Context: an optimization exercise on an open-source flow, tuned for small area, a short achievable clock period and few clock cycles. The choices shown serve that exercise and are no tape-out recipe.
Function was checked by simulation only, so behaviour that the tests miss may differ from the original.
Power is estimated from default activity; no workload was simulated.

**run.sh**
```bash
#!/bin/bash
# synth_recipe.tcl (not shown) runs the flow's synth.tcl, then flattens the netlist and writes it again
# the make line also repeats each setting of config.mk as NAME=value (left out here)
make -C /OpenROAD-flow-scripts/flow DESIGN_CONFIG=/design/flow/config.mk WORK_HOME=/design/flow/orfs CLKGATE_MAP_FILE= SYNTH_SCRIPT=/design/flow/synth_recipe.tcl finish
```
**config.mk**
```make
export PLATFORM = sky130hd
export DESIGN_NAME = stepper_engine
export DESIGN_NICKNAME = stepper_engine
export VERILOG_FILES = /design/flow/design.v
export SDC_FILE = /design/flow/constraint.sdc
export NUM_CORES = 4
export LEC_CHECK = 0
export CAP_MARGIN = 20
export CORE_MARGIN = 2
export CORE_UTILIZATION = 30
export SLEW_MARGIN = 20
```
**constraint.sdc**
```tcl
create_clock -name core_clock -period 20.0 [get_ports {clk}]
set_input_delay 4.0000 -clock core_clock [delete_from_list [all_inputs] [get_ports {clk}]]
set_output_delay 4.0000 -clock core_clock [all_outputs]
set_load 0.01 [all_outputs]
```
**design.v**
```verilog
module engine_div (
    input  wire        clk,
    input  wire        rst,
    input  wire        start,
    input  wire [63:0] dividend,
    input  wire [33:0] divisor,
    output reg         busy,
    output reg  [63:0] quot,
    output wire [33:0] rem
);
    reg [34:0] r;
    reg [33:0] d;
    reg [6:0]  cnt;
    wire [34:0] shifted = {r[33:0], quot[63]};
    wire [35:0] trial   = {1'b0, shifted} - {2'b00, d};
    assign rem = r[33:0];
    always @(posedge clk) begin
        if (rst) begin
            busy <= 1'b0;
            cnt  <= 7'd0;
            r    <= 35'd0;
            d    <= 34'd0;
            quot <= 64'd0;
        end else if (start) begin
            busy <= 1'b1;
            cnt  <= 7'd64;
            r    <= 35'd0;
            d    <= divisor;
            quot <= dividend;
        end else if (busy) begin
            if (!trial[35]) begin
                r    <= trial[34:0];
                quot <= {quot[62:0], 1'b1};
            end else begin
                r    <= shifted;
                quot <= {quot[62:0], 1'b0};
            end
            cnt <= cnt - 7'd1;
            if (cnt == 7'd1)
                busy <= 1'b0;
        end
    end
endmodule
module stepper_engine (
    input  wire        clk,
    input  wire        rst,
    input  wire        tick_valid,
    output wire        tick_ready,
    input  wire        bus_valid,
    input  wire        bus_write,
    input  wire [7:0]  bus_addr,
    input  wire [31:0] bus_wdata,
    output wire        bus_ready,
    output reg         bus_rvalid,
    output reg  [31:0] bus_rdata,
    output wire        step_out,
    output wire        dir_out,
    output wire        ena_out
);
    localparam integer TIMER_W    = 10;
    localparam [31:0]  K_T        = 32'd10000;
    localparam [31:0]  K_Q        = 32'd200000000;
    localparam [31:0]  K_C_NUM    = 32'd676;
    localparam [31:0]  K_C_DEN    = 32'd1000;
    localparam [31:0]  BOOT_DELAY = 32'd200;
    localparam [1:0] RS_STOP = 2'd0, RS_ACCEL = 2'd1, RS_RUN = 2'd2, RS_DECEL = 2'd3;
    localparam [3:0] S_IDLE   = 4'd0,
                     S_EDIV   = 4'd1,    
                     S_EFIN   = 4'd2,    
                     S_PSTART = 4'd3,    
                     S_PMD    = 4'd4,    
                     S_PQ     = 4'd5,    
                     S_PSQRT  = 4'd6,    
                     S_PSD    = 4'd7,    
                     S_PMSL   = 4'd8,    
                     S_PAL    = 4'd9,    
                     S_PBR    = 4'd10,   
                     S_PDV    = 4'd11,   
                     S_PDONE  = 4'd12;   
    reg [3:0] state;
    reg        direction;
    reg [1:0]  run_state;
    reg [31:0] step_delay;
    reg [31:0] min_delay;
    reg [31:0] accel_count;
    reg [31:0] decel_start;
    reg [31:0] decel_val;
    reg [31:0] rest;
    reg [31:0] last_accel_delay;
    reg [31:0] step_count;
    reg        edge_parity;
    reg        running;
    reg [31:0] arg_steps;
    reg [31:0] arg_accel;
    reg [31:0] arg_decel;
    reg [31:0] arg_speed;
    reg [TIMER_W-1:0] cnt;
    reg [TIMER_W-1:0] ccr;
    reg        ch_en;
    reg        tim_en;
    reg        out_q;
    reg        ena_q;
    reg [31:0] p_n;
    reg [31:0] p_md;
    reg [31:0] p_sd;
    reg [63:0] p_msl;
    reg [31:0] p_al;
    reg [31:0] p_dv;
    reg [31:0] sq_x;
    reg [17:0] sq_rem;
    reg [15:0] sq_root;
    reg [4:0]  sq_cnt;
    reg        e_xneg;
    reg        e_qneg;
    assign step_out = out_q;
    assign dir_out  = direction;
    assign ena_out  = ena_q;
    wire tick_acc = (state == S_IDLE) && tick_valid;
    wire is_cmd_wr = bus_valid && bus_write && (bus_addr == 8'h00);
    wire plan_ok   = !running && (arg_accel != 32'd0) && (arg_decel != 32'd0) &&
                     (arg_speed != 32'd0) && (arg_steps != 32'd0) &&
                     (arg_steps != 32'h8000_0000);
    wire plan_req  = is_cmd_wr && (bus_wdata == 32'd1) && plan_ok;
    assign tick_ready = (state == S_IDLE);
    assign bus_ready  = ((state == S_IDLE) && !plan_req) || (state == S_PDONE);
    wire bus_acc_idle = (state == S_IDLE) && bus_valid && !plan_req;
    reg         div_start;
    reg  [63:0] div_dividend;
    reg  [33:0] div_divisor;
    wire        div_busy;
    wire [63:0] div_quot;
    wire [33:0] div_rem;
    engine_div u_div (
        .clk      (clk),
        .rst      (rst),
        .start    (div_start),
        .dividend (div_dividend),
        .divisor  (div_divisor),
        .busy     (div_busy),
        .quot     (div_quot),
        .rem      (div_rem)
    );
    reg  [31:0] mul_a;
    reg  [31:0] mul_b;
    wire [63:0] mul_p = mul_a * mul_b;
    wire [TIMER_W-1:0] cnt_next = cnt + {{(TIMER_W-1){1'b0}}, 1'b1};
    wire               match    = tim_en && ch_en && (cnt_next == ccr);
    wire [31:0] sc_inc = step_count + 32'd1;
    wire [31:0] ac_inc = accel_count + 32'd1;
    wire [33:0] e_x    = {step_delay[31], step_delay, 1'b0} + {{2{rest[31]}}, rest};
    wire [33:0] e_q    = {ac_inc, 2'b01};
    wire [33:0] e_xmag = e_x[33] ? (~e_x + 34'd1) : e_x;
    wire [33:0] e_qmag = e_q[33] ? (~e_q + 34'd1) : e_q;
    wire [63:0] e_quot   = (e_xneg ^ e_qneg) ? (~div_quot + 64'd1) : div_quot;
    wire [33:0] e_rem    = e_xneg ? (~div_rem + 34'd1) : div_rem;
    wire [31:0] e_newdel = step_delay - e_quot[31:0];
    wire [31:0] steps_abs = arg_steps[31] ? (~arg_steps + 32'd1) : arg_steps;
    wire [17:0] sq_rem_sh = {sq_rem[15:0], sq_x[31:30]};
    wire [17:0] sq_trial  = {sq_root, 2'b01};
    wire        sq_ge     = (sq_rem_sh >= sq_trial);
    wire al_le_msl = ({32'd0, p_al} <= p_msl);
    wire [31:0] dv_fix    = (p_dv == 32'd0) ? 32'hFFFF_FFFF : p_dv;
    wire        start_run = ($signed(p_sd) <= $signed(p_md));
    always @(*) begin
        div_start    = 1'b0;
        div_dividend = 64'd0;
        div_divisor  = 34'd1;
        mul_a        = 32'd0;
        mul_b        = 32'd0;
        case (state)
            S_IDLE: begin
                div_dividend = {30'd0, e_xmag};
                div_divisor  = e_qmag;
                div_start    = tick_acc && match && edge_parity &&
                               (run_state == RS_ACCEL || run_state == RS_DECEL);
            end
            S_PSTART: begin
                div_dividend = {32'd0, K_T};
                div_divisor  = {2'b00, arg_speed};
                div_start    = (p_n != 32'd1);
            end
            S_PMD: begin
                div_dividend = {32'd0, K_Q};
                div_divisor  = {2'b00, arg_accel};
                div_start    = !div_busy;
            end
            S_PSQRT: begin
                mul_a        = {16'd0, sq_root};
                mul_b        = K_C_NUM;
                div_dividend = mul_p;
                div_divisor  = {2'b00, K_C_DEN};
                div_start    = (sq_cnt == 5'd0);
            end
            S_PSD: begin
                mul_a        = arg_speed;
                mul_b        = arg_speed;
                div_dividend = mul_p;
                div_divisor  = {1'b0, arg_accel, 1'b0};
                div_start    = !div_busy;
            end
            S_PMSL: begin
                mul_a        = p_n;
                mul_b        = arg_decel;
                div_dividend = mul_p;
                div_divisor  = {2'b00, arg_accel} + {2'b00, arg_decel};
                div_start    = !div_busy;
            end
            S_PBR: begin
                mul_a        = p_msl[31:0];
                mul_b        = arg_accel;
                div_dividend = mul_p;
                div_divisor  = {2'b00, arg_decel};
                div_start    = !al_le_msl;
            end
            default: ;
        endcase
    end
    reg [31:0] rd_mux;
    always @(*) begin
        case (bus_addr)
            8'h04: rd_mux = {22'd0, 1'b0, out_q, ena_q, tim_en, ch_en,
                             edge_parity, direction, run_state, running};
            8'h08: rd_mux = arg_steps;
            8'h0C: rd_mux = arg_accel;
            8'h10: rd_mux = arg_decel;
            8'h14: rd_mux = arg_speed;
            8'h18: rd_mux = step_delay;
            8'h1C: rd_mux = min_delay;
            8'h20: rd_mux = accel_count;
            8'h24: rd_mux = decel_start;
            8'h28: rd_mux = decel_val;
            8'h2C: rd_mux = rest;
            8'h30: rd_mux = last_accel_delay;
            8'h34: rd_mux = step_count;
            default: rd_mux = 32'd0;
        endcase
    end
    always @(posedge clk) begin
        if (rst) begin
            state            <= S_IDLE;
            direction        <= 1'b0;
            run_state        <= RS_STOP;
            step_delay       <= 32'd0;
            min_delay        <= 32'd0;
            accel_count      <= 32'd0;
            decel_start      <= 32'd0;
            decel_val        <= 32'd0;
            rest             <= 32'd0;
            last_accel_delay <= 32'd0;
            step_count       <= 32'd0;
            edge_parity      <= 1'b0;
            running          <= 1'b0;
            arg_steps        <= 32'd0;
            arg_accel        <= 32'd0;
            arg_decel        <= 32'd0;
            arg_speed        <= 32'd0;
            cnt              <= {TIMER_W{1'b0}};
            ccr              <= {TIMER_W{1'b0}};
            ch_en            <= 1'b0;
            tim_en           <= 1'b0;
            out_q            <= 1'b0;
            ena_q            <= 1'b0;
            bus_rvalid       <= 1'b0;
            bus_rdata        <= 32'd0;
            p_n              <= 32'd0;
            p_md             <= 32'd0;
            p_sd             <= 32'd0;
            p_msl            <= 64'd0;
            p_al             <= 32'd0;
            p_dv             <= 32'd0;
            sq_x             <= 32'd0;
            sq_rem           <= 18'd0;
            sq_root          <= 16'd0;
            sq_cnt           <= 5'd0;
            e_xneg           <= 1'b0;
            e_qneg           <= 1'b0;
        end else begin
            bus_rvalid <= 1'b0;
            case (state)
            S_IDLE: begin
                if (tick_acc) begin
                    if (tim_en)
                        cnt <= cnt_next;
                    if (match) begin
                        out_q       <= ~out_q;
                        ccr         <= cnt_next + step_delay[TIMER_W-1:0];
                        edge_parity <= ~edge_parity;
                        if (edge_parity) begin
                            case (run_state)
                                RS_STOP: begin
                                    step_count  <= 32'd0;
                                    rest        <= 32'd0;
                                    accel_count <= 32'd0;
                                    ch_en       <= 1'b0;
                                    running     <= 1'b0;
                                end
                                RS_RUN: begin
                                    step_count <= sc_inc;
                                    if ($signed(sc_inc) >= $signed(decel_start)) begin
                                        accel_count <= decel_val;
                                        step_delay  <= last_accel_delay;
                                        run_state   <= RS_DECEL;
                                    end else begin
                                        step_delay  <= min_delay;
                                    end
                                end
                                default: begin
                                    e_xneg <= e_x[33];
                                    e_qneg <= e_q[33];
                                    state  <= S_EDIV;
                                end
                            endcase
                        end
                    end
                end else if (bus_valid && plan_req) begin
                    p_n   <= steps_abs;
                    state <= S_PSTART;
                end else if (bus_acc_idle) begin
                    if (bus_write) begin
                        case (bus_addr)
                            8'h00: if (bus_wdata == 32'd2) run_state <= RS_STOP;
                            8'h08: arg_steps <= bus_wdata;
                            8'h0C: arg_accel <= bus_wdata;
                            8'h10: arg_decel <= bus_wdata;
                            8'h14: arg_speed <= bus_wdata;
                            default: ;
                        endcase
                    end else begin
                        bus_rdata  <= rd_mux;
                        bus_rvalid <= 1'b1;
                    end
                end
            end
            S_EDIV: begin
                if (!div_busy)
                    state <= S_EFIN;
            end
            S_EFIN: begin
                step_count  <= sc_inc;
                accel_count <= ac_inc;
                rest        <= e_rem[31:0];
                step_delay  <= e_newdel;
                if (run_state == RS_ACCEL) begin
                    if ($signed(sc_inc) >= $signed(decel_start)) begin
                        accel_count <= decel_val;
                        run_state   <= RS_DECEL;
                    end else if ($signed(e_newdel) <= $signed(min_delay)) begin
                        last_accel_delay <= e_newdel;
                        step_delay       <= min_delay;
                        rest             <= 32'd0;
                        run_state        <= RS_RUN;
                    end
                end else begin
                    if (!ac_inc[31])
                        run_state <= RS_STOP;
                end
                state <= S_IDLE;
            end
            S_PSTART: begin
                state <= (p_n == 32'd1) ? S_PDONE : S_PMD;
            end
            S_PMD: begin
                if (!div_busy) begin
                    p_md  <= div_quot[31:0];
                    state <= S_PQ;
                end
            end
            S_PQ: begin
                if (!div_busy) begin
                    sq_x    <= div_quot[31:0];
                    sq_rem  <= 18'd0;
                    sq_root <= 16'd0;
                    sq_cnt  <= 5'd16;
                    state   <= S_PSQRT;
                end
            end
            S_PSQRT: begin
                if (sq_cnt != 5'd0) begin
                    sq_x    <= {sq_x[29:0], 2'b00};
                    sq_rem  <= sq_ge ? (sq_rem_sh - sq_trial) : sq_rem_sh;
                    sq_root <= {sq_root[14:0], sq_ge};
                    sq_cnt  <= sq_cnt - 5'd1;
                end else begin
                    state <= S_PSD;
                end
            end
            S_PSD: begin
                if (!div_busy) begin
                    p_sd  <= div_quot[31:0];
                    state <= S_PMSL;
                end
            end
            S_PMSL: begin
                if (!div_busy) begin
                    p_msl <= (div_quot == 64'd0) ? 64'd1 : div_quot;
                    state <= S_PAL;
                end
            end
            S_PAL: begin
                if (!div_busy) begin
                    p_al  <= (div_quot == 64'd0) ? 32'd1 : div_quot[31:0];
                    state <= S_PBR;
                end
            end
            S_PBR: begin
                if (al_le_msl) begin
                    p_dv  <= p_al - p_n;
                    state <= S_PDONE;
                end else begin
                    state <= S_PDV;
                end
            end
            S_PDV: begin
                if (!div_busy) begin
                    p_dv  <= ~div_quot[31:0] + 32'd1;
                    state <= S_PDONE;
                end
            end
            S_PDONE: begin
                direction <= arg_steps[31];
                if (p_n == 32'd1) begin
                    accel_count <= 32'hFFFF_FFFF;
                    run_state   <= RS_DECEL;
                    step_delay  <= BOOT_DELAY;
                    ccr         <= cnt + BOOT_DELAY[TIMER_W-1:0];
                end else begin
                    min_delay   <= p_md;
                    decel_val   <= dv_fix;
                    decel_start <= p_n + dv_fix;
                    accel_count <= 32'd0;
                    if (start_run) begin
                        step_delay <= p_md;
                        run_state  <= RS_RUN;
                        ccr        <= cnt + p_md[TIMER_W-1:0];
                    end else begin
                        step_delay <= p_sd;
                        run_state  <= RS_ACCEL;
                        ccr        <= cnt + p_sd[TIMER_W-1:0];
                    end
                end
                running <= 1'b1;
                ch_en   <= 1'b1;
                ena_q   <= 1'b1;
                tim_en  <= 1'b1;
                state   <= S_IDLE;
            end
            default: state <= S_IDLE;
            endcase
        end
    end
endmodule
```
==> run summary <==
==> sequential cells by signal (all words and copies together) (netlist names), 32 cells and up <==
| name | count |
|---|---|
| accel_count | 32 |
| arg_accel | 32 |
| arg_decel | 32 |
| arg_speed | 32 |
| arg_steps | 32 |
| bus_rdata | 32 |
| decel_start | 32 |
| decel_val | 32 |
| last_accel_delay | 32 |
| min_delay | 32 |
| p_al | 32 |
| p_dv | 32 |
| p_md | 32 |
| p_msl | 64 |
| p_n | 32 |
| p_sd | 32 |
| rest | 32 |
| sq_x | 32 |
| step_count | 32 |
| step_delay | 32 |
| u_div.d | 33 |
| u_div.quot | 64 |
| u_div.r | 34 |
==> area by class of cell <==
type / instances / share of cell area [%]
well taps: 3958 / 4.95
repair buffers: 361 / 2.96
multi-input cells: 8566 / 66.1
clock buffers: 150 / 3.06
flip-flops and latches: 882 / 17.7
diodes: 29 / 0.0725
inverters: 1220 / 4.58
clock inverters: 50 / 0.658
==> layout by cell type (no fill, tap or decap), drive strengths merged, types with 170 or more instances in the layout <==
master / Yosys / final
a21o: 175 / 175
a21oi: 767 / 767
a22oi: 170 / 170
buf: 75 / 280
dfxtp: 882 / 882
fa: 904 / 904
ha: 628 / 628
inv: 1218 / 1225
mux2i: 281 / 281
nand2: 1418 / 1418
nand3: 172 / 172
nor2: 1420 / 1420
o21ai: 424 / 424
xnor2: 304 / 304
xor2: 184 / 184
==> cells by family after synthesis <==
logic type                 share of synthesized area (%)
and+or+nand+nor                                     18.4
AOI/OAI and AO/OA                                   17.4
buffers and inverters                               7.97
adders and majority gates                           28.6
DFF                                                 19.5
xor gates and xnor gates                            4.84
muxes                                               3.29
==> layer usage <==
layer	wire [um]	vias up	track usage, %
met5	98	-	0
met4	33800	10	18.1
met3	47600	1159	7.35
met2	178000	4986	39.7
met1	169000	42100	35.0
li1	-	37800	-
==> where the power goes <==
part / internal, mW / switching, mW / leakage [nW]
clock: 1.22 / 0.895 / 1.80
combinational: 1.47 / 2.70 / 33.1
sequential: 1.84 / 0.201 / 7.11
==> stage by stage <==
stage	setup WS [ps]	total power, mW
2_1_floorplan	10290	4.73
3_3_place_gp	7740	6.10
3_5_place_dp	7720	6.08
5_1_grt	7600	8.71
4_1_cts	7710	8.20
6_report	7360	8.33
==> worst max-delay path, delay by kind of cell <==
family | cells | cell delay (ps)
and+or+nand+nor | 4 | 2770
buffers and inverters | 3 | 1340
AOI/OAI and AO/OA | 1 | 530
==> worst max-delay path by stage <==
| stage | startpoint | endpoint | slack [ps] | cells past startpoint |
|---|---|---|---|---|
| 5_1_grt | bus_wdata[25] | bus_ready | 7600 | 8 |
| 3_5_place_dp | bus_wdata[21] | bus_ready | 7720 | 8 |
| 2_1_floorplan | bus_addr[2] | bus_ready | 10290 | 4 |
| 3_3_place_gp | bus_wdata[21] | bus_ready | 7740 | 8 |
| 4_1_cts | bus_wdata[21] | bus_ready | 7710 | 8 |
| 6_report | bus_wdata[28] | bus_ready | 7360 | 8 |
==> impl_results.md <==
* Status: finished clean
* Final setup TNS at 0 ps
* DRT Wirelength at 428000 um
* Crit Path Max Fanout at 5
* Crit-path max cell delay at 940 ps
* Slew Viols, Final at 0
* Routed wire per std cell at 28.2 um
* Clock sinks at 882
* Number of global-route vias before repair at 81500
* Syn. warnings at 2
* Power Density at 83.2 mW/mm^2
* Critical R2R Capture: u_div.quot[62]$_SDFFE_PP0P_
* Register Area at 0.0177 mm^2
* Die Area at 0.307 mm^2
* Crit path launch type: input port
* Final period util at 63.2%
* 1st-pass router iterations at 6
* Cell variety after synth at 92
* First-pass GRT wire length at 607000 um
* Pleak at 42.0 nW
* Endpoints failing setup at 0
* Syn avg cell area at 7.98 um^2
* Tmin final at 12640 ps
* Initial Util at 30.2%
* Die width at 554 um
* Post-CTS Setup Bufs at 0
* CTS Hold Bufs at 0
* Critical path class: in -> out
* Largest net degree at the start of global routing at 183
* Initial antenna violation count at 39
* Core area at 0.300 mm^2
* Mapped Cells at 11400
* Ranking of synthesized cells by area: fa_1 (20%), dfxtp_1 (19%), ha_1 (8.7%)
* RSZ-0062 raised after global routing: false
* Worst Tran Pin Value at 1180 ps
* R2r setup slk at 8000 ps
* Dpl cell area at 0.0962 mm^2
* Area added between synthesis and finish at 10.3%
* Post-CTS resize count at 0
* Total Routing Usage GR at 27.2%
* IR drop worst, VDD at 0.282 mV
* # fillers at 31800
* Fin nets at 12700
* Routability Congestion at 1.04
* Final instance area at 0.100 mm^2
* Worst Hold Class: reg -> reg
* Seq cells post-synth at 882
* DRT iter0 DRCs at 11100
* Final-report hold violation count at 0
* Cell Count, Final, Fillers Out at 15200
* Most frequent cells after synthesis: nor2_1 (1420), nand2_1 (1418), inv_1 (1218)
* Hold Worst Slack at 455 ps
* I/O pin total at 83
* Post-synth top flop: dfxtp_1
* Detail Route Antenna Nets at 0
* Syn nets at 12900
* Remaining Overflow, GRT at 0
* Peak Freq at 79.1 MHz
* Synthesized area at 0.0907 mm^2
* Worst clock skew at 43.5 ps
* Footprint of the multi-input gates at 0.0661 mm^2
* H-Tree Depth at 3
* Cells after DPL at 15000
* Residual DRC at 0
* DP HPWL at 325000 um
* Via count at 86100
* Asr flop ratio synth at 0%
* Root Buffer: clkbuf_16
* Min-delay src: p_md[5]$_SDFFE_PP0P_
* CTS tree: done
* Utilization after layout at 33.3%
* Crit-path cells: clkdlybuf4s50_1 > nor4_1 > nand4_1 > or4_1 > nor4_1 > o21ai_0 > buf_4 > clkdlybuf4s50_1
* Share of layout cells above drive strength 1 at 5.59%
* Synth top area share at 20.0%
* Row cnt at 201
* Reg2reg start: state[3]$_SDFFE_PP0P_
* Die height at 554 um
* Hold Path Depth at 2
* Clock Tree Buf Depth at 3
* Area leader, netlist: fa_1
* Post-synth EDFFs at 0
* Maxcap violations at 0
* Data required, critical path at 16000 ps
* Port Buffer Count at 82
* Vias/cell at 5.66
* Hold Path End: min_delay[5]$_SDFFE_PP0P_
* Num CTS Buffers at 108
* Max-Slew Margin vs Limit at 21.1%
* Seq/Total Area, Yosys at 19.5%
* Worst-case reg-to-reg path depth at 32
* Worst path slowest cell: nor4_1
* Crit end category: output pin
* Worst-Skew Late Latency at 800 ps
* Clock Pin Slew Worst Setup and Hold Paths at 60 ps
* Crit path arrival time at 8640 ps
* Count leader, synth: nor2_1
Testbench counts, summed over its fixed seeds: cycles 635,743.

## port drivers added, routing unchanged
No port has a modelled driver above. Below, the same layout with a new extraction and two added sets of constraints. Step 1: set_driving_cell puts a clkbuf_16 on clk and a buf_2 on each other input, an assumption about the parent block. Step 2 moves the port delays by t, midway between the first and last clock arrival at a register: inputs arrive t later, outputs are due t later. That takes back most of the time a late clock gives input paths. Slacks: ideal / step 1 / step 2; pairs: ideal / step 1.
t (ns): 0.861
setup slack, ns: 7.360 / 7.326 / 7.326
worst hold slack (ns): 0.455 / 0.455 / 0.455
slew at the worst register clock pin (ns): 0.07 / 0.07
After both steps this run still meets setup and hold. For this run, drivers alone change the setup slack by -0.034 ns; drivers and shift together by -0.034 ns.
